Source: an optimization exercise on an open RTL-to-GDS flow (aim: small area, a short achievable clock period and few clock cycles). Production flows keep margins and buffers that such runs may drop. RTL that was checked went through simulation tests only; none was proved equivalent to the original. Only the layout flow was run in runs 1 and 2; the RTL was not checked for function there. Power and IR drop assume default switching activity.

--- flow/run.sh ---
#!/bin/bash
# synth_recipe.tcl (not shown) runs the flow's synth.tcl, then flattens the netlist and writes it again
# the make line also repeats each setting of config.mk as NAME=value (left out here)
make -C /OpenROAD-flow-scripts/flow DESIGN_CONFIG=/design/flow/config.mk WORK_HOME=/design/flow/orfs CLKGATE_MAP_FILE= SYNTH_SCRIPT=/design/flow/synth_recipe.tcl finish
--- flow/config.mk ---
export PLATFORM = sky130hd
export DESIGN_NAME = rle_encoder
export DESIGN_NICKNAME = rle_encoder
export VERILOG_FILES = /design/flow/design.v
export SDC_FILE = /design/flow/constraint.sdc
export NUM_CORES = 4
export LEC_CHECK = 0
export CAP_MARGIN = 20
export CORE_MARGIN = 2
export CORE_UTILIZATION = 40
export CTS_BUF_LIST = sky130_fd_sc_hd__clkbuf_4 sky130_fd_sc_hd__clkbuf_8
export SLEW_MARGIN = 20
--- flow/constraint.sdc ---
create_clock -name core_clock -period 10.0 [get_ports {clk}]
set_input_delay 2.0000 -clock core_clock [delete_from_list [all_inputs] [get_ports {clk}]]
set_output_delay 2.0000 -clock core_clock [all_outputs]
set_load 0.01 [all_outputs]
--- flow/design.v ---
module rle_encoder (
    input  wire       clk,
    input  wire       rst,           
    input  wire       in_valid,
    output wire       in_ready,
    input  wire [7:0] in_data,
    input  wire       in_last,
    output wire       out_valid,
    input  wire       out_ready,
    output reg  [7:0] out_data,
    output reg        out_last
);
    localparam N   = 260;            
    localparam AW  = 9;              
    localparam QD  = 8;              
    localparam SM  = 4;              
    integer i;
    reg  [AW-1:0] c, c1;
    always @(posedge clk) begin
        if (rst) begin
            c  <= {AW{1'b0}};
            c1 <= {{(AW-1){1'b0}}, 1'b1};
        end else begin
            c  <= c1;
            c1 <= (c1 == N - 1) ? {AW{1'b0}} : c1 + 1'b1;
        end
    end
    reg        f0_v, f1_v, f0_l, f1_l, f0_e, f1_e;
    reg  [7:0] f0_b, f1_b, prev_in;
    reg        in_rdy;
    wire       fe_take;
    assign in_ready = in_rdy;
    wire       in_fire = in_valid & in_rdy;
    wire       in_eq   = (in_data == prev_in);
    wire       f1_v_n  = fe_take ? (f1_v & in_fire) : (f1_v | (f0_v & in_fire));
    always @(posedge clk) begin
        if (in_fire) prev_in <= in_data;
        if (fe_take) begin
            if (f1_v) begin
                f0_b <= f1_b; f0_l <= f1_l; f0_e <= f1_e;
                f1_b <= in_data; f1_l <= in_last; f1_e <= in_eq;
            end else begin
                f0_b <= in_data; f0_l <= in_last; f0_e <= in_eq;
            end
        end else if (!f0_v) begin
            f0_b <= in_data; f0_l <= in_last; f0_e <= in_eq;
        end else if (!f1_v) begin
            f1_b <= in_data; f1_l <= in_last; f1_e <= in_eq;
        end
        if (rst) begin
            f0_v   <= 1'b0;
            f1_v   <= 1'b0;
            in_rdy <= 1'b1;
        end else begin
            f0_v   <= fe_take ? (f1_v | in_fire) : (f0_v | in_fire);
            f1_v   <= f1_v_n;
            in_rdy <= ~f1_v_n;
        end
    end
    reg  [8*N-1:0] ring;
    wire           we;
    reg  [7:0]     v;                
    always @(posedge clk)
        ring <= {ring[8*(N-1)-1:0], we ? v : ring[8*N-1 -: 8]};
    reg  [QD-1:0] q_vld, q_lit, q_last;
    reg  [7:0]    q_len [0:QD-1];
    reg  [AW-1:0] q_val [0:QD-1];
    wire          q_push, q_pop;
    reg           p_lit, p_last;
    reg  [7:0]    p_len;
    reg  [AW-1:0] p_val;
    wire          q_room = ~q_vld[QD-1];
    always @(posedge clk) begin
        for (i = 0; i < QD; i = i + 1) begin
            if (q_pop) begin
                if (q_push && q_vld[i] && (i == QD - 1 || !q_vld[i+1])) begin
                    q_lit[i] <= p_lit; q_last[i] <= p_last; q_len[i] <= p_len; q_val[i] <= p_val;
                end else if (i < QD - 1) begin
                    q_lit[i] <= q_lit[(i+1)%QD]; q_last[i] <= q_last[(i+1)%QD];
                    q_len[i] <= q_len[(i+1)%QD]; q_val[i] <= q_val[(i+1)%QD];
                end
            end else if (q_push && !q_vld[i] && (i == 0 || q_vld[(i+QD-1)%QD])) begin
                q_lit[i] <= p_lit; q_last[i] <= p_last; q_len[i] <= p_len; q_val[i] <= p_val;
            end
        end
        if (rst)
            q_vld <= {QD{1'b0}};
        else if (q_pop && !q_push)
            q_vld <= {1'b0, q_vld[QD-1:1]};
        else if (q_push && !q_pop)
            q_vld <= {q_vld[QD-2:0], 1'b1};
    end
    reg q_danger, q_anylit;
    reg qd_n, qa_n;
    always @(*) begin
        qd_n = 1'b0;
        qa_n = 1'b0;
        for (i = 0; i < QD; i = i + 1) begin
            if (q_vld[i] && q_lit[i]) begin
                qa_n = 1'b1;
                if (q_val[i] == c1) qd_n = 1'b1;
            end
        end
    end
    always @(posedge clk) begin
        q_danger <= qd_n & ~rst;
        q_anylit <= qa_n;
    end
    reg           st_idle, st_tag, st_len, st_dat, st_val;
    reg           r_lit, r_last;
    reg  [7:0]    r_len, r_val, r_cnt;
    reg           r_cnt1;            
    reg  [AW-1:0] s;                 
    reg  [6:0]    csel;              
    reg  [1:0]    since;             
    reg           dat_ok;            
    reg           r_dx;              
    wire          rd_ready;
    wire [7:0]    tap = ring[32*csel +: 8];
    reg  [7:0]    fd1, fd2, fd3;
    always @(posedge clk) begin
        fd1 <= tap; fd2 <= fd1; fd3 <= fd2;
    end
    reg  [7:0]    ring_rd;
    always @(*) begin
        case (s[1:0])
            2'd0: ring_rd = tap;
            2'd1: ring_rd = fd1;
            2'd2: ring_rd = fd2;
            default: ring_rd = fd3;
        endcase
    end
    wire rd_valid = ~st_idle & (~st_dat | dat_ok);
    reg  [7:0]    rd_data;
    reg           rd_last;
    always @(*) begin
        rd_data = 8'd0;
        rd_last = 1'b0;
        if (st_tag) rd_data = {7'd0, ~r_lit};
        if (st_len) rd_data = r_len;
        if (st_dat) begin rd_data = ring_rd; rd_last = r_last & r_cnt1; end
        if (st_val) begin rd_data = r_val;   rd_last = r_last; end
    end
    wire rd_fire  = rd_valid & rd_ready;
    wire r_take   = st_dat & dat_ok & rd_ready;
    wire r_done   = rd_ready & (st_val | (st_dat & dat_ok & r_cnt1));
    assign q_pop  = q_vld[0] & (st_idle | r_done);
    wire r_inlit  = ~st_idle & r_lit;
    wire r_danger = r_dx & ~r_take;
    wire [AW:0]   sd     = {1'b0, c} - {1'b0, q_val[0]};
    wire [AW-1:0] s_head = sd[AW] ? sd[AW-1:0] + N[AW-1:0] : sd[AW-1:0];
    wire [1:0]    sh_lo  = c[1:0] - q_val[0][1:0];       
    wire [AW-1:0] s_inc  = (s == N - 1) ? {AW{1'b0}} : s + 1'b1;
    wire [1:0]    since_n = (since == 2'd3) ? 2'd3 : since + 2'd1;
    wire [1:0]    s_lo_n  = r_take ? s[1:0] : s[1:0] + 2'd1;
    always @(posedge clk) begin
        if (rst) begin
            st_idle <= 1'b1;
            st_tag  <= 1'b0;
            st_len  <= 1'b0;
            st_dat  <= 1'b0;
            st_val  <= 1'b0;
            r_dx    <= 1'b0;
        end else begin
            r_dx <= ~q_pop & r_inlit & ~r_done & (r_take ? (s == N - 1) : (s == N - 2));
            if (q_pop) begin
                st_idle <= 1'b0;
                st_tag  <= 1'b1;
                st_len  <= 1'b0;
                st_dat  <= 1'b0;
                st_val  <= 1'b0;
            end else begin
                if (rd_ready) begin
                    if (st_tag) begin st_tag <= 1'b0; st_len <= 1'b1; end
                    if (st_len) begin st_len <= 1'b0; st_dat <= r_lit; st_val <= ~r_lit; end
                    if (st_val) begin st_val <= 1'b0; st_idle <= 1'b1; end
                    if (st_dat && dat_ok && r_cnt1) begin st_dat <= 1'b0; st_idle <= 1'b1; end
                end
            end
        end
    end
    always @(posedge clk) begin
        if (q_pop) begin
            r_lit  <= q_lit[0];
            r_last <= q_last[0];
            r_len  <= q_len[0];
            r_cnt  <= q_len[0];
            r_cnt1 <= (q_len[0] == 8'd1);
            r_val  <= q_val[0][7:0];
            s      <= s_head;
            csel   <= s_head[AW-1:2];
            since  <= 2'd0;
            dat_ok <= (sh_lo == 2'd0);
        end else begin
            since  <= since_n;
            dat_ok <= (s_lo_n <= since_n);
            if (!r_take) begin
                s    <= s_inc;
                csel <= s_inc[AW-1:2];
            end
            if (r_take) begin
                r_cnt  <= r_cnt - 8'd1;
                r_cnt1 <= (r_cnt == 8'd2);
            end
        end
    end
    reg        o_v, k_v;
    reg  [7:0] k_d;
    reg        k_l;
    assign out_valid = o_v;
    assign rd_ready  = ~k_v;
    always @(posedge clk) begin
        if (rst) begin
            o_v <= 1'b0;
            k_v <= 1'b0;
        end else if (out_ready || !o_v) begin
            if (k_v) begin
                out_data <= k_d; out_last <= k_l; o_v <= 1'b1; k_v <= 1'b0;
            end else begin
                out_data <= rd_data; out_last <= rd_last; o_v <= rd_valid;
            end
        end else if (rd_valid && !k_v) begin
            k_d <= rd_data; k_l <= rd_last; k_v <= 1'b1;
        end
    end
    reg  [8:0]    k;                 
    reg           k0, k1, kmax;      
    reg           fin;               
    reg  [7:0]    lit_len;           
    reg           span_open;         
    reg           lit254;            
    reg  [AW-1:0] a0;                
    reg  [AW-1:0] wr_next;           
    reg           contig;            
    reg           wrapped;           
    reg           sticky;            
    reg  [10:0]   bl;                
    reg           bl_high;           
    wire wr_ok    = ~sticky & ~r_danger & ~q_danger;
    wire wr_allow = wr_ok & (span_open ? contig : ~bl_high);
    wire eq       = f0_e & ~kmax;
    wire fin_go   = fin & q_room & (~k1 | wr_allow);
    wire norm_go  = ~fin & f0_v & q_room & (~k1 | wr_allow);
    assign fe_take = f0_v & (fin ? fin_go : norm_go);
    wire act           = fin_go | (norm_go & ~k0 & ~eq);    
    wire do_write      = k1 & act;
    wire run_push      = ~k1 & act;
    wire lit_close_run = norm_go & k1 & eq & span_open;
    wire lit_close_w   = do_write & (fin | lit254);
    wire lit_close     = lit_close_run | lit_close_w;
    assign we     = do_write;
    assign q_push = run_push | lit_close;
    wire [7:0] ll1 = lit_len + 8'd1;
    always @(*) begin
        p_lit  = ~run_push;
        p_last = fin;
        p_len  = run_push ? k[7:0] : (lit_close_run ? lit_len : ll1);
        p_val  = run_push ? {1'b0, v} : (span_open ? a0 : c);
    end
    reg         bl_sub;              
    wire [10:0] bl_base = bl - {10'd0, bl_sub};
    wire [10:0] bl_run  = bl_base + 11'd3;
    wire [10:0] bl_lr   = bl_base + {3'd0, lit_len} + 11'd2;
    wire [10:0] bl_lw   = bl_base + {3'd0, lit_len} + 11'd3;
    wire [10:0] bl_n    = run_push ? bl_run : lit_close_run ? bl_lr : lit_close_w ? bl_lw : bl_base;
    wire        bh_n    = run_push ? (bl_run >= N - SM) : lit_close_run ? (bl_lr >= N - SM) :
                          lit_close_w ? (bl_lw >= N - SM) : (bl_base >= N - SM);
    wire [8:0] k_inc = k + 9'd1;
    always @(posedge clk) begin
        if (fe_take) v <= f0_b;
        if (do_write) wr_next <= c1;
        if (do_write & ~span_open) a0 <= c;
    end
    always @(posedge clk) begin
        if (rst) begin
            k         <= 9'd0;
            k0        <= 1'b1;
            k1        <= 1'b0;
            kmax      <= 1'b0;
            fin       <= 1'b0;
            lit_len   <= 8'd0;
            span_open <= 1'b0;
            lit254    <= 1'b0;
            wrapped   <= 1'b0;
            sticky    <= 1'b0;
            contig    <= 1'b0;
            bl        <= 11'd0;
            bl_sub    <= 1'b0;
            bl_high   <= 1'b0;
        end else begin
            bl      <= bl_n;
            bl_sub  <= rd_fire;
            bl_high <= bh_n;
            contig  <= do_write | (c1 == wr_next);
            if (lit_close) begin
                lit_len   <= 8'd0;
                span_open <= 1'b0;
                lit254    <= 1'b0;
                wrapped   <= 1'b0;
            end else begin
                if (do_write) begin
                    lit_len   <= ll1;
                    span_open <= 1'b1;
                    lit254    <= (lit_len == 8'd253);
                end
                if (span_open && c == a0) wrapped <= 1'b1;
            end
            if (r_danger | q_danger | (lit_close & (wrapped | (span_open & ((c == a0) | (c1 == a0))))))
                sticky <= 1'b1;
            else if (!r_inlit && !q_anylit)
                sticky <= 1'b0;
            if (fin) begin
                if (fin_go) begin
                    k    <= {8'd0, f0_v};
                    k0   <= ~f0_v;
                    k1   <= f0_v;
                    kmax <= 1'b0;
                    fin  <= f0_v & f0_l;
                end
            end else if (norm_go) begin
                fin <= f0_l;
                if (!k0 && eq) begin
                    k    <= k_inc;
                    k1   <= 1'b0;
                    kmax <= (k == 9'd254);
                end else begin
                    k    <= 9'd1;
                    k1   <= 1'b1;
                    kmax <= 1'b0;
                end
                k0 <= 1'b0;
            end
        end
    end
endmodule
==> results of run 1 <==
cell usage in the layout (no fill, tap or decap), types with 22 or more instances in the layout:
cell type	instances
buf_4	35
mux4_2	160
nor3_1	23
edfxtp_1	260
nand4_1	30
clkbuf_4	109
inv_1	49
ha_1	43
a21oi_1	74
mux2_2	79
clkinv_2	39
xnor2_1	118
clkdlybuf4s50_1	22
xor2_1	73
nor2_1	123
o21ai_0	106
clkbuf_8	461
nand3_1	32
dfxtp_1	2185
nand2_1	228
layer usage:
layer | up-vias | global-route usage (%) | wire length [um]
met4 | 0 | 6.071 | 3384
met1 | 14220 | 19.71 | 55640
met2 | 621 | 19.15 | 45470
met5 | - | 0 | 0
li1 | 14270 | - | -
met3 | 246 | 3.129 | 5061
through the flow:
step / hold WS (ns) / instance area, um^2 / utilization (%)
2_1_floorplan: 0.3096 / 63660 / -
3_3_place_gp: 0.3096 / 66250 / 41.88
3_5_place_dp: 0.3121 / 66260 / 41.89
4_1_cts: 0.2709 / 73880 / 46.70
5_1_grt: 0.2703 / 73910 / 46.72
6_report: 0.2702 / 73910 / 46.72
sequential cells by signal, summed over array words and instances, names as in the netlist, 9 cells and up:
register,count
c1,9
s,9
q_len,64
q_val,72
k,9
wr_next,9
ring,2080
a0,9
c,9
bl,11
power breakdown:
group	switching, mW	leakage, nW	internal, mW	total [mW]
combinational	1.06	4.33	0.634	1.69
clock	3.50	4.07	4.64	8.14
sequential	0.173	20.1	10.2	10.4
kinds of logic after synthesis:
logic type | after synthesis | share of synthesized area [%]
mux | 255 | 7.309
buf+inv | 185 | 1.173
xor+xnor | 191 | 2.628
compound gates | 310 | 2.983
simple gates | 553 | 4.025
flops | 2445 | 80.97
fa+ha+maj | 45 | 0.9080
worst max-delay path by stage:
stage          startpoint          end  slack (ns)
3_5_place_dp       st_dat  q_len[0][7]        5.36
2_1_floorplan         rst       k_d[0]        6.21
5_1_grt            st_dat  q_len[3][4]        4.92
3_3_place_gp       st_dat  q_len[3][4]        5.48
4_1_cts            st_dat  q_len[0][7]        5.30
6_report           st_dat  q_len[3][4]        5.22
final cells by class:
cell class                 instances  area (um^2)  area share, %
sequential                      2445        51550          69.75
antenna                            3        7.507        0.01016
multi-input combinational       1354        11420          15.45
tap                             2072         2592          3.508
clock inverter                    66        452.9         0.6128
inverter                          56        210.2         0.2844
timing repair buffer              60        519.2         0.7025
clock buffer                     570         7163          9.692
==> flow_metrics.py, run 1 <==
metrics = {
    "pwr": {
        "power.density_nw_per_um2": 273.5,
        "ir_drop_v": 0.0001566,
        "power_mw": 20.21,
        "p_leak_nw": 28.45,
    },
    "logic_synthesis": {
        "synth_cells": 3984,
        "syn-num-nets": 4042,
        "synth_area_leader_cell": "dfxtp_1",
        "synth_area_um2": 63660,
        "yosysTopAreaCellShare_pct": 68.71,
        "synth_seq_cells": 2445,
        "synthTopCellsByArea": "dfxtp_1, edfxtp_1, mux4_2",
        "ys_warn_count": 4,
        "synth.avg_cell_area_um2": 15.98,
        "ys_types": 67,
        "synth_flop_cell": "dfxtp_1",
        "yosysSeqAreaShare_pct": 80.97,
        "ys_async_sr_fraction_pct": 0,
        "synth_edf_count": 260,
        "synth_common_cells": "dfxtp_1, edfxtp_1, nand2_1",
        "yosysMostFrequentCell": "dfxtp_1",
    },
    "clocking": {
        "cts_resized": 0,
        "root_buffer": "clkbuf_8",
        "postCtsHoldBufs": 0,
        "clock-sinks": 2445,
        "clkTransAtPathRegs_ns": 0.06,
        "cts_buffers": 367,
        "htree_levels": 5,
        "postCtsSetupRepairBufs": 0,
        "clk_path_buf_depth": 4,
        "cts_tree": "yes",
        "clk_latency_ns": 0.96,
    },
    "setup_path": {
        "crit_path_max_incr_delay_ns": 0.93,
        "cp.buffers_inverters": 3,
        "critPathKind": "register to register",
        "worstPathCellList": "nand3b_1, a21oi_1, nand3_1, nor3_1, nor2_1, buf_4, nand2_1, inv_2, nor3b_1, nor2_2, buf_6, mux2_2",
        "r2r_end": "q_len[3][4]",
        "cp.depth": 12,
        "required_ns": 10.66,
        "r2r_slack_ns": 5.22,
        "crit_slowest_cell": "nor3_1",
        "critPathLaunchType": "register",
        "worstPathMaxFanout": 21,
        "arrival_ns": 5.44,
        "r2r_cells": 12,
        "reg2reg_from": "st_dat",
        "cp_top_family": "simple AND/OR/NAND/NOR gates",
        "end_kind": "register",
    },
    "timing": {
        "fin_skew_ns": 0.06551,
        "fin_crit_ns": 4.781,
        "rsz0062_at_grt": "false",
        "maxSlewHeadroom_pct": 22.56,
        "slew_viol_final": 0,
        "worst_slew_pin_slew_ns": 1.160,
        "setup_viol": 0,
        "hold_viol": 0,
        "timing.final.crit_share_pct": 47.81,
        "setup_slack_ns": 5.219,
        "clock.fmax_mhz": 209.1,
        "setup_tns_ns": 0,
    },
    "final_layout": {
        "area_growth_pct": 16.10,
        "fillers": 13580,
        "layout-drive-gt1-share_pct": 20.52,
        "fin_cells": 6626,
        "fin_nets": 4342,
    },
    "die": {
        "die_w_um": 402.9,
        "start_util_pct": 40.24,
        "rows": 146,
        "fp.dieH_um": 402.9,
        "core-area_um2": 158200,
        "boundaryPins": 24,
        "dieArea_um2": 162400,
    },
    "place": {
        "place_ws_ns": 5.356,
        "port-buffer-count": 23,
        "dp_hpwl_um": 64350,
        "place_congestion": 0.8142,
        "place_inst": 5985,
    },
    "routing": {
        "first_pass_iters": 6,
        "route.detailed.drc": 0,
        "vias": 29350,
        "wl_per_cell_um": 16.53,
        "postRouteAntennaNets": 0,
        "first_iter_violations": 1665,
        "viasPerCell": 4.430,
        "wirelength_um": 109600,
    },
    "grt": {
        "grt_use_total_pct": 13.55,
        "grt_overflow_total": 0,
        "first_global_vias": 30210,
        "grt_pass1_wl_um": 171100,
        "grt_antenna_before_repair": 3,
        "grt_max_degree": 133,
    },
    "min_path": {
        "hp-start": "ring[1970]",
        "hp-class": "register to register",
        "holdPathEnd": "ring[1978]",
        "holdPathStages": 0,
    },
    "outcome": {
        "status": "timing/DRC/antenna clean",
    },
    "run": {
        "maxCapViolations": 0,
    },
}
==> run 2, diff against run 1 <==
--- a/flow/design.v
+++ b/flow/design.v
@@ -235,7 +235,6 @@
     reg           wrapped;           
     reg           sticky;            
     reg  [10:0]   bl;                
-    reg           bl_high;           
     wire wr_ok    = ~sticky & ~r_danger & ~q_danger;
     wire wr_allow = wr_ok & (span_open ? contig : ~bl_high);
     wire eq       = f0_e & ~kmax;
@@ -257,14 +256,20 @@
         p_len  = run_push ? k[7:0] : (lit_close_run ? lit_len : ll1);
         p_val  = run_push ? {1'b0, v} : (span_open ? a0 : c);
     end
-    reg         bl_sub;              
-    wire [10:0] bl_base = bl - {10'd0, bl_sub};
-    wire [10:0] bl_run  = bl_base + 11'd3;
-    wire [10:0] bl_lr   = bl_base + {3'd0, lit_len} + 11'd2;
-    wire [10:0] bl_lw   = bl_base + {3'd0, lit_len} + 11'd3;
-    wire [10:0] bl_n    = run_push ? bl_run : lit_close_run ? bl_lr : lit_close_w ? bl_lw : bl_base;
-    wire        bh_n    = run_push ? (bl_run >= N - SM) : lit_close_run ? (bl_lr >= N - SM) :
-                          lit_close_w ? (bl_lw >= N - SM) : (bl_base >= N - SM);
+    wire       add3 = run_push | (do_write & ~span_open);
+    wire       add1 = do_write & span_open;
+    reg  [2:0]  bl_d;                
+    wire [2:0]  bl_dn = {1'b0, add3, add3 | add1} - {2'd0, rd_fire};
+    reg         bl_high;             
+    always @(*) begin
+        case (bl_d)
+            3'd1:    bl_high = (bl >= N - SM - 1);
+            3'd2:    bl_high = (bl >= N - SM - 2);
+            3'd3:    bl_high = (bl >= N - SM - 3);
+            3'd7:    bl_high = (bl >= N - SM + 1);
+            default: bl_high = (bl >= N - SM);
+        endcase
+    end
     wire [8:0] k_inc = k + 9'd1;
     always @(posedge clk) begin
         if (fe_take) v <= f0_b;
@@ -285,12 +290,10 @@
             sticky    <= 1'b0;
             contig    <= 1'b0;
             bl        <= 11'd0;
-            bl_sub    <= 1'b0;
-            bl_high   <= 1'b0;
+            bl_d      <= 3'd0;
         end else begin
-            bl      <= bl_n;
-            bl_sub  <= rd_fire;
-            bl_high <= bh_n;
+            bl      <= bl + {{8{bl_d[2]}}, bl_d};
+            bl_d    <= bl_dn;
             contig  <= do_write | (c1 == wr_next);
             if (lit_close) begin
                 lit_len   <= 8'd0;
--- a/flow/config.mk
+++ b/flow/config.mk
@@ -8,5 +8,7 @@
 export CAP_MARGIN = 20
 export CORE_MARGIN = 2
 export CORE_UTILIZATION = 40
-export CTS_BUF_LIST = sky130_fd_sc_hd__clkbuf_4 sky130_fd_sc_hd__clkbuf_8
+export CTS_BUF_LIST = sky130_fd_sc_hd__clkbuf_8
+export CTS_CLUSTER_DIAMETER = 60
+export CTS_CLUSTER_SIZE = 20
 export SLEW_MARGIN = 20
==> run 2 against run 1 <==
Largest power group unchanged. Critical path depth is 3 lower. Utilization decreased by 3.0 points. Setup slack better by 0.57 ns. Still clean. Critical path type unchanged.
==> flow_metrics.py, run 2 <==
metrics = {
    "clocking": {
        "postCtsHoldBufs": 0,
        "postCtsSetupRepairBufs": 0,
        "cts_buffers": 157,
        "cts_tree": "yes",
        "clk_latency_ns": 0.91,
        "root_buffer": "clkbuf_8",
        "cts_resized": 0,
        "clock-sinks": 2446,
        "htree_levels": 4,
        "clkTransAtPathRegs_ns": 0.11,
        "clk_path_buf_depth": 3,
    },
    "timing": {
        "slew_viol_final": 0,
        "timing.final.crit_share_pct": 42.11,
        "fin_skew_ns": 0.04375,
        "setup_tns_ns": 0,
        "setup_slack_ns": 5.789,
        "hold_viol": 0,
        "whs_ns": 0.3057,
        "worst_slew_pin_slew_ns": 1.132,
        "clock.fmax_mhz": 237.5,
        "rsz0062_at_grt": "false",
        "fin_crit_ns": 4.211,
        "maxSlewHeadroom_pct": 24.56,
        "setup_viol": 0,
    },
    "pwr": {
        "p_leak_nw": 25.95,
        "power.density_nw_per_um2": 246.6,
        "ir_drop_v": 0.0001283,
    },
    "grt": {
        "busiest_layer": "met2",
        "grt_max_degree": 58,
        "grt_antenna_before_repair": 3,
        "met3_usage_pct": 2.716,
        "met1_usage_pct": 18.52,
        "first_global_vias": 27640,
        "met2_usage_pct": 19.23,
        "grt_pass1_wl_um": 161400,
        "grt_overflow_total": 0,
        "grt_use_total_pct": 12.84,
    },
    "routing": {
        "vias": 27660,
        "route.detailed.drc": 0,
        "first_pass_iters": 5,
        "viasPerCell": 4.512,
        "wirelength_um": 103700,
        "first_iter_violations": 1616,
        "postRouteAntennaNets": 0,
        "wl_per_cell_um": 16.91,
    },
    "final_layout": {
        "final_area_um2": 69010,
        "layout-drive-gt1-share_pct": 14.52,
        "fillers": 13810,
        "final_cell_mix": "dfxtp_1, edfxtp_1, mux2_2, clkbuf_8, nand2_1",
        "fin_nets": 4044,
        "area_growth_pct": 8.712,
        "top_regs": "ring x2080, q_val x72, q_len x64",
        "largest_register_ff_count": 2080,
        "final_common_cell": "dfxtp_1",
        "top_register": "ring",
    },
    "logic_synthesis": {
        "synth_mux_area_share_pct": 7.917,
        "synth_seq_cells": 2446,
        "yosysTopAreaCellShare_pct": 68.94,
        "ys_types": 78,
        "synth.avg_cell_area_um2": 16.32,
        "synthTopCellsByArea": "dfxtp_1, edfxtp_1, mux4_2",
        "synth_common_cells": "dfxtp_1, edfxtp_1, mux2_2",
        "synthXorXnorAreaFrac_pct": 2.001,
        "ys_warn_count": 4,
        "synth-compound-area-share_pct": 3.563,
        "synth_top_family_by_area": "multiplexers",
        "synth_fa_ha_area_share_pct": 0.7923,
        "synth_edf_count": 260,
        "synth_area_leader_cell": "dfxtp_1",
        "syn-num-nets": 3941,
        "synth_area_um2": 63480,
        "yosysSeqAreaShare_pct": 81.23,
        "synth_cells": 3889,
        "ys_async_sr_fraction_pct": 0,
        "yosysMostFrequentCell": "dfxtp_1",
        "synthSimpleGateAreaFrac_pct": 3.392,
        "synth_flop_cell": "dfxtp_1",
    },
    "place": {
        "place_ws_ns": 5.785,
        "placed_area_um2": 66120,
        "dp_hpwl_um": 65210,
        "port-buffer-count": 23,
        "place_congestion": 0.7765,
    },
    "outcome": {
        "status": "timing/DRC/antenna clean",
    },
    "setup_path": {
        "r2r_cells": 9,
        "required_ns": 10.67,
        "critPathLaunchType": "register",
        "r2r_slack_ns": 5.79,
        "reg2reg_from": "s[2]",
        "r2r_end": "out_data[7]",
        "arrival_ns": 4.89,
        "critPathKind": "register to register",
        "worstPathMaxFanout": 36,
        "end_kind": "register",
    },
    "min_path": {
        "holdPathStages": 0,
        "hp-start": "ring[46]",
        "hp-class": "register to register",
        "holdPathEnd": "ring[54]",
    },
    "die": {
        "die_w_um": 402.4,
        "rows": 146,
        "boundaryPins": 24,
        "start_util_pct": 40.17,
        "core-area_um2": 158000,
        "fp.dieH_um": 402.4,
        "dieArea_um2": 161900,
    },
    "run": {
        "maxCapViolations": 0,
    },
}
run 2: cell count changes after synthesis, sizes merged, moves of 24 or more:
cell   previous run  this run
o21ai           121        68
mux2             79       191
xor2             73        49
mux4            160       113
nor2            127        91
nand2           228       125
run 2: layout make-up:
| class | instances | area, um^2 | share of cell area, % |
|---|---|---|---|
| inverter | 45 | 171.4 | 0.2484 |
| tap | 2072 | 2592 | 3.757 |
| clock buffer | 164 | 2257 | 3.271 |
| clock inverter | 60 | 620.6 | 0.8993 |
| sequential | 2446 | 51570 | 74.72 |
| timing repair buffer | 63 | 545.5 | 0.7905 |
| multi-input combinational | 1279 | 11250 | 16.31 |
| antenna | 1 | 2.502 | 0.003626 |
run 2: power by group:
group | internal, mW | switching, mW | total [mW] | leakage, nW
clock | 1.68 | 2.96 | 4.64 | 1.51
combinational | 0.735 | 1.19 | 1.93 | 4.38
sequential | 10.3 | 0.195 | 10.5 | 20.1
total | 12.7 | 4.34 | 17.0 | 26.0
run 2: worst max path at each step:
stage / start / to / depth (start not counted) / slack [ns]
2_1_floorplan: rst / k_d[0] / 3 / 6.20
3_3_place_gp: s[2] / out_data[6] / 9 / 5.69
3_5_place_dp: s[2] / out_data[7] / 9 / 5.79
4_1_cts: out_data[4] / out_data[4] / 1 / 5.76
5_1_grt: s[2] / out_data[7] / 9 / 5.63
6_report: s[2] / out_data[7] / 9 / 5.79
run 2: logic make-up (layout without fill, tap and decap cells):
logic type | after synthesis | after routing
AO/OA/AOI/OAI | 328 | 328
XOR/XNOR | 145 | 145
adder cells (fa/ha/maj) | 39 | 39
buffers and inverters | 164 | 332
flip-flops | 2446 | 2446
multiplexers | 337 | 337
other | 0 | 1
AND/OR/NAND/NOR | 430 | 430
run 2: per-layer routing:
metal | up-vias | part of all wire [%] | wire length, um
li1 | 13490 | - | -
met1 | 13550 | 50 | 51760
met2 | 436 | 43 | 44970
met3 | 179 | 4.3 | 4496
met4 | 0 | 2.4 | 2439
met5 | - | 0 | 0
run 2: stage by stage:
stage	instances	total power [mW]	util, %
2_1_floorplan	3889	11.96	-
3_3_place_gp	5904	12.61	41.83
3_5_place_dp	5905	12.64	41.85
4_1_cts	6129	17.25	43.67
5_1_grt	6130	17.76	43.67
6_report	6130	17.02	43.67
run 2: worst max-delay path, cell delays in order, from the launching register on:
cell	delay (ns)
edfxtp_1	0.36
buf_4	0.44
buf_4	0.71
mux4_2	0.60
a22o_1	0.25
a221oi_1	0.75
o211a_1	0.23
a21oi_1	0.10
o22a_1	0.23
mux2_2	0.26
==> run 3, diff against run 2 <==
--- a/flow/design.v
+++ b/flow/design.v
@@ -69,32 +69,45 @@
     reg           p_lit, p_last;
     reg  [7:0]    p_len;
     reg  [AW-1:0] p_val;
-    wire          q_room = ~q_vld[QD-1];
+    reg           pd_v, pd_lit, pd_last;
+    reg  [7:0]    pd_len;
+    reg  [AW-1:0] pd_val;
+    reg           pop_d;
+    wire          q_room = pd_v ? ~q_vld[QD-2] : ~q_vld[QD-1];
     always @(posedge clk) begin
+        if (q_push) begin
+            pd_lit <= p_lit; pd_last <= p_last; pd_len <= p_len; pd_val <= p_val;
+        end
         for (i = 0; i < QD; i = i + 1) begin
-            if (q_pop) begin
-                if (q_push && q_vld[i] && (i == QD - 1 || !q_vld[i+1])) begin
-                    q_lit[i] <= p_lit; q_last[i] <= p_last; q_len[i] <= p_len; q_val[i] <= p_val;
+            if (pop_d) begin
+                if (pd_v && q_vld[i] && (i == QD - 1 || !q_vld[(i+1)%QD])) begin
+                    q_lit[i] <= pd_lit; q_last[i] <= pd_last; q_len[i] <= pd_len; q_val[i] <= pd_val;
                 end else if (i < QD - 1) begin
                     q_lit[i] <= q_lit[(i+1)%QD]; q_last[i] <= q_last[(i+1)%QD];
                     q_len[i] <= q_len[(i+1)%QD]; q_val[i] <= q_val[(i+1)%QD];
                 end
-            end else if (q_push && !q_vld[i] && (i == 0 || q_vld[(i+QD-1)%QD])) begin
-                q_lit[i] <= p_lit; q_last[i] <= p_last; q_len[i] <= p_len; q_val[i] <= p_val;
+            end else if (pd_v && !q_vld[i] && (i == 0 || q_vld[(i+QD-1)%QD])) begin
+                q_lit[i] <= pd_lit; q_last[i] <= pd_last; q_len[i] <= pd_len; q_val[i] <= pd_val;
             end
         end
-        if (rst)
+        if (rst) begin
             q_vld <= {QD{1'b0}};
-        else if (q_pop && !q_push)
-            q_vld <= {1'b0, q_vld[QD-1:1]};
-        else if (q_push && !q_pop)
-            q_vld <= {q_vld[QD-2:0], 1'b1};
+            pd_v  <= 1'b0;
+            pop_d <= 1'b0;
+        end else begin
+            pd_v  <= q_push;
+            pop_d <= q_pop;
+            if (pop_d && !pd_v)
+                q_vld <= {1'b0, q_vld[QD-1:1]};
+            else if (pd_v && !pop_d)
+                q_vld <= {q_vld[QD-2:0], 1'b1};
+        end
     end
     reg q_danger, q_anylit;
     reg qd_n, qa_n;
     always @(*) begin
-        qd_n = 1'b0;
-        qa_n = 1'b0;
+        qd_n = pd_v & pd_lit & (pd_val == c1);
+        qa_n = pd_v & pd_lit;
         for (i = 0; i < QD; i = i + 1) begin
             if (q_vld[i] && q_lit[i]) begin
                 qa_n = 1'b1;
@@ -131,20 +144,14 @@
         endcase
     end
     wire rd_valid = ~st_idle & (~st_dat | dat_ok);
-    reg  [7:0]    rd_data;
-    reg           rd_last;
-    always @(*) begin
-        rd_data = 8'd0;
-        rd_last = 1'b0;
-        if (st_tag) rd_data = {7'd0, ~r_lit};
-        if (st_len) rd_data = r_len;
-        if (st_dat) begin rd_data = ring_rd; rd_last = r_last & r_cnt1; end
-        if (st_val) begin rd_data = r_val;   rd_last = r_last; end
-    end
+    reg  [7:0]    hdr_b;             
+    reg           hdr_l;
+    wire [7:0]    rd_data = st_dat ? ring_rd : hdr_b;
+    wire          rd_last = st_dat ? (r_last & r_cnt1) : hdr_l;
     wire rd_fire  = rd_valid & rd_ready;
     wire r_take   = st_dat & dat_ok & rd_ready;
     wire r_done   = rd_ready & (st_val | (st_dat & dat_ok & r_cnt1));
-    assign q_pop  = q_vld[0] & (st_idle | r_done);
+    assign q_pop  = q_vld[0] & ~pop_d & (st_idle | r_done);
     wire r_inlit  = ~st_idle & r_lit;
     wire r_danger = r_dx & ~r_take;
     wire [AW:0]   sd     = {1'b0, c} - {1'b0, q_val[0]};
@@ -187,6 +194,8 @@
             r_cnt  <= q_len[0];
             r_cnt1 <= (q_len[0] == 8'd1);
             r_val  <= q_val[0][7:0];
+            hdr_b  <= {7'd0, ~q_lit[0]};
+            hdr_l  <= 1'b0;
             s      <= s_head;
             csel   <= s_head[AW-1:2];
             since  <= 2'd0;
@@ -202,6 +211,8 @@
                 r_cnt  <= r_cnt - 8'd1;
                 r_cnt1 <= (r_cnt == 8'd2);
             end
+            if (rd_ready && st_tag) hdr_b <= r_len;
+            if (rd_ready && st_len) begin hdr_b <= r_val; hdr_l <= r_last; end
         end
     end
     reg        o_v, k_v;
--- a/flow/config.mk
+++ b/flow/config.mk
@@ -5,10 +5,10 @@
 export SDC_FILE = /design/flow/constraint.sdc
 export NUM_CORES = 4
 export LEC_CHECK = 0
-export CAP_MARGIN = 20
+export CAP_MARGIN = 60
 export CORE_MARGIN = 2
 export CORE_UTILIZATION = 40
 export CTS_BUF_LIST = sky130_fd_sc_hd__clkbuf_8
 export CTS_CLUSTER_DIAMETER = 60
 export CTS_CLUSTER_SIZE = 20
-export SLEW_MARGIN = 20
+export SLEW_MARGIN = 60
==> run 3 against run 2 <==
Still clean on timing, DRC and antenna. Utilization about the same. Critical path depth down 8. Via count up 1.1%. Global-route usage down 0.070 points. Cell area up 1.6%. Highest routed layer unchanged. Sequential share of layout area about the same. Setup slack better by 0.12 ns. Register-to-register slack better by 0.60 ns. Total power down 3.4%. First-iteration DRC count down 11%. Fmax up 2.9%. Critical endpoint is now out_data[0].
==> flow_metrics.py, run 3 <==
metrics = {
    "clocking": {
        "cts_tree": "yes",
        "clkTransAtPathRegs_ns": 0.11,
        "htree_levels": 4,
        "clk_path_buf_depth": 3,
        "root_buffer": "clkbuf_8",
        "postCtsSetupRepairBufs": 0,
        "cts_resized": 0,
        "clock-sinks": 2476,
        "cts_buffers": 155,
        "clk_latency_ns": 0.89,
        "postCtsHoldBufs": 0,
    },
    "final_layout": {
        "final_cell_mix": "dfxtp_1, edfxtp_1, mux2_2, clkbuf_8, mux4_2",
        "top_regs": "ring x2080, q_val x72, q_len x64",
        "fillers": 14260,
        "area_growth_pct": 8.756,
        "layout-drive-gt1-share_pct": 14.63,
        "top_register": "ring",
        "final_common_cell": "dfxtp_1",
        "fin_nets": 4077,
        "largest_register_ff_count": 2080,
        "fin_cells": 6243,
        "final_area_um2": 70100,
        "utilization_pct": 43.71,
    },
    "logic_synthesis": {
        "synth_cells": 3925,
        "yosysMostFrequentCell": "dfxtp_1",
        "synth_edf_count": 280,
        "synth_area_um2": 64460,
        "ys_types": 72,
        "synth_area_leader_cell": "dfxtp_1",
        "ys_warn_count": 3,
        "synth.avg_cell_area_um2": 16.42,
        "synth_flop_cell": "dfxtp_1",
        "yosysSeqAreaShare_pct": 81.24,
        "synth_common_cells": "dfxtp_1, edfxtp_1, mux2_2",
        "ys_async_sr_fraction_pct": 0,
        "synthTopCellsByArea": "dfxtp_1, edfxtp_1, mux4_2",
        "syn-num-nets": 3977,
        "yosysTopAreaCellShare_pct": 68.20,
        "synth_seq_cells": 2476,
    },
    "setup_path": {
        "arrival_ns": 2.09,
        "crit_slowest_cell": "clkdlybuf4s50_1",
        "worstPathMaxFanout": 1,
        "r2r_cells": 10,
        "critPathLaunchType": "register",
        "r2r_slack_ns": 6.39,
        "r2r_end": "out_data[7]",
        "worstPathCellList": "clkdlybuf4s50_1",
        "end_kind": "output pin",
        "cp_top_family": "buffers and inverters",
        "reg2reg_from": "csel[0]",
        "required_ns": 8.00,
        "cp.buffers_inverters": 1,
        "crit_path_max_incr_delay_ns": 0.82,
        "critPathKind": "register to output pin",
    },
    "place": {
        "port-buffer-count": 23,
        "place_congestion": 0.8033,
        "placed_area_um2": 67310,
        "place_ws_ns": 6.072,
        "place_inst": 6026,
        "dp_hpwl_um": 65930,
    },
    "pwr": {
        "swShare_pct": 24.43,
        "clockPowerShare_pct": 27.7,
        "p_leak_nw": 26.13,
        "p_seq_share_pct": 62.9,
        "power.density_nw_per_um2": 234.6,
        "ir_drop_v": 0.0001860,
        "switchingPower_mw": 4.018,
        "internal_power_mw": 12.43,
        "comb_power_share_pct": 9.5,
    },
    "timing": {
        "slew_viol_final": 0,
        "hold_viol": 0,
        "setup_slack_ns": 5.909,
        "setup_viol": 0,
        "fin_crit_ns": 4.091,
        "rsz0062_at_grt": "false",
        "maxSlewHeadroom_pct": 62.08,
        "setup_tns_ns": 0,
        "fin_skew_ns": 0.04104,
        "worst_slew_pin_slew_ns": 0.5682,
        "clock.fmax_mhz": 244.5,
        "timing.final.crit_share_pct": 40.91,
    },
    "grt": {
        "first_global_vias": 27900,
        "grt_overflow_total": 0,
        "grt_use_total_pct": 12.77,
        "grt_antenna_before_repair": 2,
        "grt_max_degree": 61,
        "grt_pass1_wl_um": 162200,
    },
    "routing": {
        "postRouteAntennaNets": 0,
        "first_iter_violations": 1440,
        "vias": 27970,
        "viasPerCell": 4.480,
        "route.detailed.drc": 0,
        "wl_per_cell_um": 16.71,
        "first_pass_iters": 5,
        "wirelength_um": 104300,
    },
    "die": {
        "boundaryPins": 24,
        "core-area_um2": 160400,
        "fp.dieH_um": 405.4,
        "dieArea_um2": 164400,
        "die_w_um": 405.4,
        "start_util_pct": 40.19,
        "rows": 147,
    },
    "min_path": {
        "hp-class": "register to register",
        "holdPathEnd": "ring[534]",
        "hp-start": "ring[526]",
        "holdPathStages": 0,
    },
    "outcome": {
        "status": "timing/DRC/antenna clean",
    },
    "run": {
        "maxCapViolations": 0,
    },
}
[run 3: changes by cell type in the layout (fill, tap and decap cells not counted), sizes merged, moves of 13 or more]
cell and change:
mux2 -20, nand2 -29, mux2i +13, a221oi -15, a22oi +23, a211oi +14
edfxtp +20
[run 3: worst max-delay path by stage]
stage	startpoint	endpoint	slack, ns	cells after the start
after floorplan	rst	k_d[0]	6.40	2
after global placement	csel[0]	out_data[7]	5.37	9
after detailed placement	csel[0]	out_data[7]	6.07	10
after CTS	out_data[0]	out_data[0]	5.82	1
after global routing	out_data[0]	out_data[0]	5.84	1
final	out_data[0]	out_data[0]	5.91	1
[run 3: metal layers]
metal / global-route usage (%) / part of all wire, %
met5: 0 / 0
met2: 19.35 / 43
met3: 2.355 / 3.8
met4: 4.396 / 2.7
met1: 18.38 / 50
[run 3: metrics by stage]
| stage | power (mW) | hold slack (ns) |
|---|---|---|
| final | 16.45 | 0.3126 |
| after global routing | 17.13 | 0.3110 |
| after CTS | 16.66 | 0.3082 |
| after detailed placement | 12.14 | 0.3121 |
| after global placement | 12.06 | 0.3096 |
| after floorplan | 11.55 | 0.3096 |
[run 3: worst register-to-register path: stages, from the launching register on]
cell	delay, ns
edfxtp_1	0.40
buf_4	0.19
buf_8	0.25
buf_4	0.47
mux4_2	0.58
a22o_1	0.27
a211o_1	0.30
a32o_1	0.30
nor3_1	0.21
o31ai_1	0.12
mux2_2	0.28
[run 3: layout make-up]
| type | count | area, um^2 | share of cell area [%] |
|---|---|---|---|
| Clock buffer | 164 | 2257 | 3.220 |
| Clock inverter | 50 | 471.7 | 0.6729 |
| Inverter | 56 | 211.5 | 0.3016 |
| Antenna cell | 1 | 2.502 | 0.003570 |
| Tap cell | 2160 | 2703 | 3.855 |
| Sequential cell | 2476 | 52380 | 74.72 |
| Multi-Input combinational cell | 1268 | 11430 | 16.30 |
| Timing Repair Buffer | 68 | 649.4 | 0.9263 |
[run 3: cell families after synthesis]
| logic type | count (synthesis) | synth area share [%] |
|---|---|---|
| compound gates | 318 | 3.354 |
| xor+xnor | 149 | 2.025 |
| fa+ha+maj | 39 | 0.7803 |
| buf+inv | 181 | 1.240 |
| flops | 2476 | 81.24 |
| mux | 341 | 8.034 |
| simple gates | 421 | 3.323 |
[run 3: power groups by stage]
stage	combinational (mW)	clock [mW]	sequential, mW
after global routing	1.68	5.08	10.4
after floorplan	1.05	0	10.5
after global placement	1.44	0	10.6
after CTS	1.58	4.74	10.3
after detailed placement	1.57	0	10.6
final	1.55	4.55	10.3
Testbench counts of run 3, summed over its fixed seeds: cycles 39,809.
==> run 4, diff against run 3 <==
--- a/flow/design.v
+++ b/flow/design.v
@@ -121,7 +121,7 @@
     end
     reg           st_idle, st_tag, st_len, st_dat, st_val;
     reg           r_lit, r_last;
-    reg  [7:0]    r_len, r_val, r_cnt;
+    reg  [7:0]    r_val, r_cnt;
     reg           r_cnt1;            
     reg  [AW-1:0] s;                 
     reg  [6:0]    csel;              
@@ -190,7 +190,6 @@
         if (q_pop) begin
             r_lit  <= q_lit[0];
             r_last <= q_last[0];
-            r_len  <= q_len[0];
             r_cnt  <= q_len[0];
             r_cnt1 <= (q_len[0] == 8'd1);
             r_val  <= q_val[0][7:0];
@@ -211,27 +210,39 @@
                 r_cnt  <= r_cnt - 8'd1;
                 r_cnt1 <= (r_cnt == 8'd2);
             end
-            if (rd_ready && st_tag) hdr_b <= r_len;
+            if (rd_ready && st_tag) hdr_b <= r_cnt;
             if (rd_ready && st_len) begin hdr_b <= r_val; hdr_l <= r_last; end
         end
     end
-    reg        o_v, k_v;
-    reg  [7:0] k_d;
-    reg        k_l;
+    reg        p_v, o_v, k_v;
+    reg  [7:0] p_d, k_d;
+    reg        p_l, k_l;
     assign out_valid = o_v;
-    assign rd_ready  = ~k_v;
+    assign rd_ready  = ~k_v;         
+    wire       o_take = out_ready | ~o_v;
     always @(posedge clk) begin
+        if (rd_fire) begin
+            p_d <= rd_data; p_l <= rd_last;
+        end
+        if (o_take) begin
+            if (k_v) begin out_data <= k_d; out_last <= k_l; end
+            else     begin out_data <= p_d; out_last <= p_l; end
+        end
+        if (k_v ? o_take : ~o_take) begin
+            k_d <= p_d; k_l <= p_l;
+        end
         if (rst) begin
+            p_v <= 1'b0;
             o_v <= 1'b0;
             k_v <= 1'b0;
-        end else if (out_ready || !o_v) begin
+        end else begin
+            p_v <= rd_fire | (p_v & k_v & ~o_take);
+            if (o_take) o_v <= k_v | p_v;
             if (k_v) begin
-                out_data <= k_d; out_last <= k_l; o_v <= 1'b1; k_v <= 1'b0;
+                if (o_take) k_v <= p_v;
             end else begin
-                out_data <= rd_data; out_last <= rd_last; o_v <= rd_valid;
+                if (!o_take) k_v <= p_v;
             end
-        end else if (rd_valid && !k_v) begin
-            k_d <= rd_data; k_l <= rd_last; k_v <= 1'b1;
         end
     end
     reg  [8:0]    k;                 
==> run 4 against run 3 <==
Clock power hardly changed. Clock skew is 0.015 ns higher. Critical endpoint is now out_valid. Sequential power hardly changed. Final cell count is 0.91% lower. Sequential share of layout area is 0.051 points lower. Still clean. First-iteration DRC count is 30% higher.
==> flow_metrics.py, run 4 <==
metrics = {
    "final_layout": {
        "area_growth_pct": 8.977,
        "largest_register_ff_count": 2080,
        "layout-drive-gt1-share_pct": 14.81,
        "final_area_um2": 70220,
        "fin_cells": 6186,
        "final_common_cell": "dfxtp_1",
        "top_regs": "ring x2080, q_val x72, q_len x64",
        "final_cell_mix": "dfxtp_1, edfxtp_1, clkbuf_8, mux2_2, mux4_2",
        "utilization_pct": 43.83,
        "top_register": "ring",
        "fin_nets": 4016,
    },
    "grt": {
        "grt_pass1_wl_um": 161700,
        "grt_overflow_total": 0,
        "first_global_vias": 27590,
        "grt_antenna_before_repair": 7,
        "grt_max_degree": 52,
        "grt_use_total_pct": 12.69,
    },
    "logic_synthesis": {
        "yosysTopAreaCellShare_pct": 68.26,
        "synthTopCellsByArea": "dfxtp_1, edfxtp_1, mux4_2",
        "synth_area_leader_cell": "dfxtp_1",
        "synth_common_cells": "dfxtp_1, edfxtp_1, mux2_2",
        "yosysMostFrequentCell": "dfxtp_1",
        "synth_cells": 3861,
        "syn-num-nets": 3913,
        "ys_async_sr_fraction_pct": 0,
        "yosysSeqAreaShare_pct": 81.35,
        "synth.avg_cell_area_um2": 16.69,
        "ys_types": 72,
        "ys_warn_count": 3,
        "synth_area_um2": 64440,
        "synth_flop_cell": "dfxtp_1",
        "synth_seq_cells": 2478,
        "synth_edf_count": 281,
    },
    "clocking": {
        "htree_levels": 4,
        "cts_tree": "yes",
        "cts_buffers": 155,
        "cts_resized": 0,
        "root_buffer": "clkbuf_8",
        "clkTransAtPathRegs_ns": 0.11,
        "clk_latency_ns": 0.91,
        "clk_path_buf_depth": 3,
        "clock-sinks": 2478,
        "postCtsSetupRepairBufs": 0,
        "postCtsHoldBufs": 0,
    },
    "pwr": {
        "ir_drop_v": 0.0001248,
        "power_mw": 16.19,
        "p_leak_nw": 26.03,
        "power.density_nw_per_um2": 230.6,
    },
    "place": {
        "port-buffer-count": 23,
        "place_ws_ns": 6.290,
        "placed_area_um2": 67380,
        "place_congestion": 0.7818,
        "place_inst": 5965,
        "dp_hpwl_um": 65130,
    },
    "timing": {
        "slew_viol_final": 0,
        "worst_slew_pin_slew_ns": 0.5957,
        "setup_viol": 0,
        "whs_ns": 0.3009,
        "clock.fmax_mhz": 258.6,
        "timing.final.crit_share_pct": 38.67,
        "rsz0062_at_grt": "false",
        "maxSlewHeadroom_pct": 60.29,
        "setup_tns_ns": 0,
        "fin_skew_ns": 0.05640,
        "setup_slack_ns": 6.133,
        "fin_crit_ns": 3.867,
        "hold_viol": 0,
    },
    "routing": {
        "viasPerCell": 4.455,
        "postRouteAntennaNets": 0,
        "first_iter_violations": 1867,
        "first_pass_iters": 5,
        "wl_per_cell_um": 16.70,
        "wirelength_um": 103300,
        "route.detailed.drc": 0,
        "vias": 27560,
    },
    "setup_path": {
        "arrival_ns": 1.87,
        "critPathKind": "register to output pin",
        "crit_slowest_cell": "clkdlybuf4s50_1",
        "crit_path_max_incr_delay_ns": 0.56,
        "worstPathMaxFanout": 2,
        "cp_top_family": "buffers and inverters",
        "worstPathCellList": "clkdlybuf4s50_1",
        "cp.buffers_inverters": 1,
        "end_kind": "output pin",
        "critPathLaunchType": "register",
        "required_ns": 8.00,
    },
    "run": {
        "maxCapViolations": 0,
    },
    "die": {
        "start_util_pct": 40.22,
        "fp.dieH_um": 405.4,
        "core-area_um2": 160200,
        "die_w_um": 405.4,
        "rows": 147,
        "dieArea_um2": 164300,
        "boundaryPins": 24,
    },
    "outcome": {
        "status": "timing/DRC/antenna clean",
    },
    "min_path": {
        "hp-class": "register to register",
    },
}
## run 4: cell count changes after synthesis, moves of 8 or more
cell      change
o31ai_1      -13
mux2_1       +20
a22o_1        -9
a21oi_1      -18
xor2_1       +13
nor2_1        +8
and2_1        -8
mux2_2       -16
mux4_2       +20
a22oi_1      -29
inv_1         -9
clkbuf_1     -14
## run 4: cell families (layout without fill, tap and decap cells)
family | Yosys count | in the layout | share of synthesized area (%)
flops | 2478 | 2478 | 81.35
simple gates | 417 | 417 | 3.291
mux | 370 | 370 | 8.884
compound gates | 231 | 231 | 2.408
buf+inv | 165 | 327 | 1.095
xor+xnor | 161 | 161 | 2.188
fa+ha+maj | 39 | 39 | 0.7806
other cells | 0 | 3 | 0
## run 4: routing by layer
layer / global-route usage [%] / vias up / part of all wire [%]
met2: 18.51 / 451 / 42
met5: 0 / - / 0.024
met1: 18.93 / 13550 / 51
li1: - / 13390 / -
met3: 2.485 / 169 / 4.2
met4: 4.013 / 4 / 2.4
## run 4: final cells by class
type                       count  area, um^2
antenna                        3       7.507
clock buffer                 159        2188
clock inverter                57       555.5
fill                       14030       89980
inverter                      46       172.7
multi-input combinational   1218       11500
sequential                  2478       52430
tap                         2160        2703
timing repair buffer          65       660.6
## run 4: final timing paths
kind / start / to / slack (ns) / depth (start not counted)
worst min register to register: ring[433] / ring[441] / 0.30 / 0
worst max register to register: s[2] / p_d[0] / 6.38 / 9
worst min-delay path: ring[433] / ring[441] / 0.30 / 0
worst max-delay path: o_v / out_valid / 6.13 / 1
## run 4: power breakdown
part | switching [mW] | total, mW | internal, mW
sequential | 0.112 | 10.3 | 10.2
combinational | 0.795 | 1.35 | 0.550
clock | 2.94 | 4.55 | 1.61
Testbench counts of run 4, summed over its fixed seeds: cycles 39,817.
==> run 5, diff against run 4 <==
==> flow/flow/run.sh (new file) <==
#!/bin/bash
# The standard layout (standard.sh), with the port buffers that ORFS inserts
# before global placement made of sky130_fd_sc_hd__buf_4 cells instead of the
# cell buffer_ports picks by itself. Everything else is the standard flow's own flow.
set -euo pipefail
export BUFFER_PORTS_ARGS="-buffer_cell sky130_fd_sc_hd__buf_4"
bash standard.sh > standard.log 2>&1
==> flow/standard.sh (new file) <==
#!/bin/bash
# synth_recipe.tcl (not shown) runs the flow's synth.tcl, then flattens the netlist and writes it again
# the make line also repeats each setting of config.mk as NAME=value (left out here)
make -C /OpenROAD-flow-scripts/flow DESIGN_CONFIG=/design/flow/config.mk WORK_HOME=/design/flow/orfs CLKGATE_MAP_FILE= SYNTH_SCRIPT=/design/flow/synth_recipe.tcl "${@:-finish}"
removed: flow/run.sh
==> run 5 against run 4 <==
Routed wire length fell by 0.17%. Hold slack got worse by 0.0069 ns. Count of clock-buffer cells in the layout is the same. Non-clock buffer count shrank 1. Sequential power about the same. Critical path depth up 7. Critical path type is now register to register. Largest cell class unchanged.
==> flow_metrics.py, run 5 <==
metrics = {
    "outcome": {
        "status": "timing/DRC/antenna clean",
    },
    "final_layout": {
        "largest_register_ff_count": 2080,
        "fin_nets": 4015,
        "final_common_cell": "dfxtp_1",
        "fin_cells": 6185,
        "final_cell_mix": "dfxtp_1, edfxtp_1, clkbuf_8, mux2_2, mux4_2",
        "layout-drive-gt1-share_pct": 15.24,
        "top_regs": "ring x2080, q_val x72, q_len x64",
        "top_register": "ring",
        "area_growth_pct": 8.843,
    },
    "timing": {
        "setup_viol": 0,
        "maxSlewHeadroom_pct": 60.40,
        "fin_skew_ns": 0.04550,
        "setup_tns_ns": 0,
        "timing.final.crit_share_pct": 39.88,
        "clock.fmax_mhz": 250.8,
        "worst_slew_pin_slew_ns": 0.5940,
        "slew_viol_final": 0,
        "rsz0062_at_grt": "false",
        "fin_crit_ns": 3.988,
        "hold_viol": 0,
    },
    "logic_synthesis": {
        "synthTopCellsByArea": "dfxtp_1, edfxtp_1, mux4_2",
        "synth_cells": 3861,
        "syn-num-nets": 3913,
        "synth.avg_cell_area_um2": 16.69,
        "yosysMostFrequentCell": "dfxtp_1",
        "synth_area_leader_cell": "dfxtp_1",
        "ys_types": 72,
        "synth_edf_count": 281,
        "synth_common_cells": "dfxtp_1, edfxtp_1, mux2_2",
        "ys_async_sr_fraction_pct": 0,
        "synth_flop_cell": "dfxtp_1",
        "synth_seq_cells": 2478,
        "ys_warn_count": 3,
        "synth_area_um2": 64440,
        "yosysTopAreaCellShare_pct": 68.26,
        "yosysSeqAreaShare_pct": 81.35,
    },
    "run": {
        "maxCapViolations": 0,
    },
    "grt": {
        "grt_antenna_before_repair": 4,
        "first_global_vias": 27780,
        "grt_overflow_total": 0,
        "grt_pass1_wl_um": 160700,
        "grt_max_degree": 72,
        "grt_use_total_pct": 12.59,
    },
    "pwr": {
        "clockPowerShare_pct": 28.2,
        "comb_power_share_pct": 8.2,
        "switchingPower_mw": 3.851,
        "internal_power_mw": 12.33,
        "p_seq_share_pct": 63.6,
        "swShare_pct": 23.80,
        "p_leak_nw": 26.07,
        "ir_drop_v": 0.0002071,
        "power.density_nw_per_um2": 230.7,
    },
    "clocking": {
        "cts_buffers": 155,
        "postCtsSetupRepairBufs": 0,
        "clk_latency_ns": 0.89,
        "clkTransAtPathRegs_ns": 0.12,
        "cts_resized": 0,
        "clk_path_buf_depth": 3,
        "htree_levels": 4,
        "postCtsHoldBufs": 0,
        "cts_tree": "yes",
        "root_buffer": "clkbuf_8",
        "clock-sinks": 2478,
    },
    "place": {
        "place_inst": 5964,
        "port-buffer-count": 23,
        "place_congestion": 0.7620,
        "dp_hpwl_um": 64030,
    },
    "setup_path": {
        "critPathKind": "register to register",
        "end_kind": "register",
        "critPathLaunchType": "register",
        "required_ns": 10.64,
        "arrival_ns": 4.63,
        "worstPathMaxFanout": 36,
    },
    "die": {
        "start_util_pct": 40.22,
        "fp.dieH_um": 405.4,
        "dieArea_um2": 164300,
        "core-area_um2": 160200,
        "die_w_um": 405.4,
        "rows": 147,
        "boundaryPins": 24,
    },
    "routing": {
        "route.detailed.drc": 0,
        "wl_met1_um": 52610,
        "postRouteAntennaNets": 0,
        "highest_layer": "met5",
        "first_pass_iters": 5,
        "viasPerCell": 4.460,
        "wl_per_cell_um": 16.67,
        "met3RoutedLength_um": 4034,
        "vias": 27580,
        "wirelength_um": 103100,
        "first_iter_violations": 1805,
        "wl_met2_um": 44350,
    },
    "min_path": {
        "hp-class": "register to register",
    },
}
[run 5: power by group through the flow]
stage	logic, mW	clock network [mW]	registers, mW
2_1_floorplan	0.932	0	10.5
3_3_place_gp	1.29	0	10.5
3_5_place_dp	1.35	0	10.5
4_1_cts	1.36	4.74	10.3
5_1_grt	1.43	5.10	10.3
6_report	1.33	4.56	10.3
[run 5: worst max-delay path, stage by stage, from the launching register on]
cell      delay, ns
edfxtp_1       0.44
buf_12         0.33
buf_16         0.31
buf_6          0.45
mux4_2         0.56
mux4_2         0.50
a22oi_1        0.25
nand4_1        0.38
a221o_1        0.41
[run 5: path summary, 6_finish.rpt]
check                           cells past startpoint   endpoint  slack [ns]  startpoint
worst max-delay path                                8     p_d[4]        6.01        s[2]
worst min register to register                      0  ring[378]        0.29   ring[370]
worst max register to register                      8     p_d[4]        6.01        s[2]
worst min-delay path                                0  ring[378]        0.29   ring[370]
[run 5: cell families after synthesis]
kind of cell / count (synthesis) / share of synthesized area (%)
simple gates: 417 / 3.291
fa+ha+maj: 39 / 0.7806
xor+xnor: 161 / 2.188
buf+inv: 165 / 1.095
mux: 370 / 8.884
compound gates: 231 / 2.408
flops: 2478 / 81.35
[run 5: per-stage QoR]
step	power (mW)	setup WS, ns	hold WS [ns]	util (%)	cell area (um^2)
6_report	16.18	6.012	0.2940	43.78	70130
5_1_grt	16.85	5.758	0.2976	43.78	70130
4_1_cts	16.40	5.947	0.2919	43.73	70060
3_5_place_dp	11.88	5.953	0.3121	42.02	67310
3_3_place_gp	11.81	5.914	0.3096	41.86	67060
2_1_floorplan	11.40	6.820	0.3096	-	64440
[run 5: layout make-up]
cell class / count / area [um^2]
inverters: 46 / 173.9
multi-input cells: 1218 / 11490
clock buffers: 159 / 2188
repair buffers: 64 / 589.3
diodes: 2 / 5.005
fillers: 14080 / 90070
clock inverters: 58 / 560.5
flip-flops and latches: 2478 / 52430
well taps: 2160 / 2703
[run 5: per-layer routing]
metal	track usage, %	vias up
met2	18.78	395
met4	3.843	6
met3	2.733	166
met5	0	-
li1	-	13370
met1	18.29	13650

==> what the ideal ports hide <==
How much do the figures lean on ideal ports? The routed layouts below were timed once more, with nothing changed but the port constraints.
Step 1 (the two cells are an assumption about what drives the block):
set clk [get_ports {clk}]
set_driving_cell -lib_cell sky130_fd_sc_hd__clkbuf_16 $clk
set_driving_cell -lib_cell sky130_fd_sc_hd__buf_2 [delete_from_list [all_inputs] $clk]
Step 2 times the ports against the registers' clock, not the clock port: input delays grow and output delays shrink by t, the midpoint of the rising clock arrivals with the driver on.
Three values: ideal, step 1, step 2; two values: the first two.
run	t, ns	slack for setup (ns)	cell pins on the clock port's net
run 1	1.006	5.219 / 5.219 / 5.219	1
run 2	0.952	5.789 / 5.789 / 5.789	1
run 3	0.940	5.909 / 5.841 / 6.253	1
run 4	0.948	6.133 / 6.062 / 6.377	1
run 5	0.942	6.012 / 6.012 / 6.012	1
After both steps setup and hold are still met in every run listed.
